This design comes from an exercise in tuning for small area, a short achievable clock period and few clock cycles on the open sky130 flow, not from production work.
In this exercise RTL edits were held to simulation tests only and were not proved equivalent to the original.

## west
## fm_demod
module fm_demod (
    input  wire        clk,
    input  wire        rst,
    input  wire        cfg_valid,
    output wire        cfg_ready,
    input  wire [15:0] cfg_d,
    input  wire [15:0] cfg_alpha,
    input  wire        in_valid,
    output wire        in_ready,
    input  wire [7:0]  in_i,
    input  wire [7:0]  in_q,
    output reg         out_valid,
    output reg  [15:0] out_pcm
);
Size in the first run: roughly 9300 cells after synthesis, ~71 I/O pins.
clock: 12.0 ns
lec_check: 0
cap_margin: 20
core_margin: 2
core_utilization: 40
slew_margin: 20
standard.sh (not shown) runs the stock make flow with config.mk's settings and CLKGATE_MAP_FILE= SYNTH_SCRIPT=/design/flow/synth_recipe.tcl, a recipe that flattens the netlist after the stock synthesis.
==> flow/flow/run.sh <==
#!/bin/bash
# The standard layout (the standard.sh: standard synthesis, floorplan,
# placement, CTS, routing), with ORFS's repair_timing asked to keep 8 ns of
# setup slack at the 12 ns clock, so that it sizes and buffers the paths down
# towards a 4 ns period instead of stopping once the 12 ns clock is met.
set -euo pipefail
export SETUP_SLACK_MARGIN=8
bash standard.sh finish > standard_make.log 2>&1
test -s out/final.def
Testbench counts of west, summed over its fixed seeds: cycles 40,396.
#### Input delta (south over west)
diff --git a/flow/design.v b/flow/design.v
--- a/flow/design.v
+++ b/flow/design.v
@@ -7,25 +7,25 @@
     input  wire [15:0] cfg_alpha,
     input  wire        in_valid,
     output wire        in_ready,
     input  wire [7:0]  in_i,
     input  wire [7:0]  in_q,
     output reg         out_valid,
     output reg  [15:0] out_pcm
 );
     localparam [15:0] REGMASK = 16'b1111111111111110;
     localparam integer NSTG = 15;       
     localparam integer DCYC = 8;        
     localparam integer FB   = 2;        
-    localparam integer FCYC = 8;        
+    localparam integer FCYC = 9;        
     localparam integer WGAP = (DCYC + 1 > FCYC + 1) ? DCYC + 1 : FCYC + 1;
     localparam integer PIPE = 5 + NSTG;             
     localparam integer BUSY = PIPE + 3;    
     localparam integer BCW  = (BUSY < 32) ? 5 : (BUSY < 64) ? 6 : 7;
     reg [15:0] alpha_c;     
     reg [15:0] dv;          
     reg [17:0] d3;          
     reg [15:0] rc;          
     reg [3:0]  gap;         
     reg        in_rdy, cfg_rdy, cfg1, cfg2;
     reg [BCW-1:0] bc;          
     assign in_ready  = in_rdy;
@@ -94,25 +94,27 @@
     always @(posedge clk) begin
         r1_i <= in_i;
         r1_q <= in_q;
         r1_in <= ~in_i;
         r1_qn <= ~in_q;
         f1   <= first_now;
         l1   <= last_now;
         if (rst) v1 <= 1'b0;
         else     v1 <= acc_in;
     end
     wire signed [8:0] a1 = {~r1_i[7], r1_i[6:0], 1'b1};
     wire signed [8:0] b1 = {~r1_q[7], r1_q[6:0], 1'b1};
-    wire       prst = rst | cfg1;      
+    reg        rst1;
+    always @(posedge clk) rst1 <= rst;
+    wire       prst = rst1 | cfg1;
     wire [8:0] nc = prst ? 9'd255 : a1;
     wire [8:0] nd = prst ? 9'd0   : b1;
     wire [19:0] nc_e, nd_e;
     fm_booth9 enc_c (.y(nc), .e(nc_e));
     fm_booth9 enc_d (.y(nd), .e(nd_e));
     always @(posedge clk) begin
         if (prst || v1) begin
             pc_e  <= nc_e;
             pd_e  <= nd_e;
             pc_en <= ~nc_e;
             pd_en <= ~nd_e;
         end
@@ -441,56 +443,49 @@
     reg signed [25:0] facc;
     reg signed [24:0] fdiff;
     reg [15:0]        fco;
     reg [3:0]         fcnt;
     reg               fdone, ovld;
     wire signed [15:0] avg = dneg ? -$signed({1'b0, dquo[14:0]}) : $signed({1'b0, dquo[14:0]});
     reg                fnew;
     wire        yb0  = dnew;
     wire [26:0] ybse = yb0 ? 27'd0 : {{3{yprev[23]}}, yprev};
     wire [26:0] yadd = (fdone & !dnew) ? {facc[25], facc} : 27'd0;
     wire [26:0] diff27 = {{3{avg[15]}}, avg, 8'd0} - ybse - yadd;
     wire signed [24:0] diffc = diff27[24:0];
-    reg [29:0] cs_s, cs_c, pp;
-    reg [29:0] fsum;
-    integer j;
-    always @(*) begin
-        cs_s = {{4{facc[25]}}, facc};
-        cs_c = 30'd0;
-        for (j = 0; j < FB; j = j + 1) begin
-            pp   = fco[j] ? ({{5{fdiff[24]}}, fdiff} << j) : 30'd0;
-            {cs_s, cs_c} = {cs_s ^ cs_c ^ pp,
-                            ((cs_s & cs_c) | (cs_s & pp) | (cs_c & pp)) << 1};
-        end
-        fsum = cs_s + cs_c;
-    end
+    reg  [26:0] ppr;
+    wire [26:0] d27  = {{2{fdiff[24]}}, fdiff};
+    wire [26:0] ppc  = (fco[0] ? d27 : 27'd0) + (fco[1] ? {d27[25:0], 1'b0} : 27'd0);
+    wire [27:0] fsum = {{2{facc[25]}}, facc} + {ppr[26], ppr};
     always @(posedge clk) begin
         if (rst) begin
             fcnt  <= 4'd0;
             fdone <= 1'b0;
         end else begin
             fdone <= (fcnt == 4'd1);
             if (ddone)
                 fcnt <= FCYC;
             else if (fcnt != 4'd0)
                 fcnt <= fcnt - 4'd1;
         end
         if (ddone) begin
             fdiff <= diffc;
             facc  <= {diffc[24], diffc};
             fco   <= dal;
             fnew  <= dnew;
         end else if (fcnt != 4'd0) begin
-            facc <= fsum[FB+25:FB];
-            fco  <= fco >> FB;
+            if (fcnt != FCYC)
+                facc <= fsum[27:2];
+            ppr <= ppc;
+            fco <= fco >> FB;
         end
     end
     reg  [25:0] w;
     wire [30:0] yr = {yprev, 7'd0} + ~{{5{w[25]}}, w} + 31'd1;
     wire [16:0] yq = yr[30:14];
     wire [15:0] pcm = (yq[16] != yq[15]) ? (yq[16] ? 16'h8000 : 16'h7fff) : yq[15:0];
     reg         ovld2;
     always @(posedge clk) begin
         if (rst)
             yprev <= 24'sd0;
         else if (fcnt == 4'd4 && fnew)
             yprev <= 24'sd0;       
Findings:
Per the comparison of south with west, normalized max-slew margin saw an increase; aggregate routed wire length saw an increase.
Summary of the comparison: number of placed instances with taps included is higher in south, relative to west.
Cell count, west and south: higher on south
Reported for west and south, antenna violation net count after detailed routing turned out identical to the last digit.
Testbench counts of south, summed over its fixed seeds: cycles 40,880.

port drivers added, routing unchanged:
The results above use ideal ports. As a check the final layouts listed here were re-extracted and re-timed, cells and wires unchanged.
Step 1 assumes that a clkbuf_16 drives the clock port and a buf_2 every other input.
Step 2 adds t to the input delays and takes it off the output delays; t is the mean of the earliest and latest rising clock arrival at the registers after step 1. Input paths then give back, and output paths get back, about the clock's delay inside the block.
Three values: no drivers, after step 1, after step 2; two values: the first two.
run	t (ns)	setup slack, ns	worst register clock-pin slew, ns
west	0.877	7.903 / 7.903 / 7.290	0.07 / 0.07
south	0.891	7.935 / 7.935 / 7.426	0.07 / 0.07
After both steps every run listed still meets setup and hold. The setup slack of west, which loses most, moves by 0.000 ns with the drivers and by -0.613 ns with both steps.
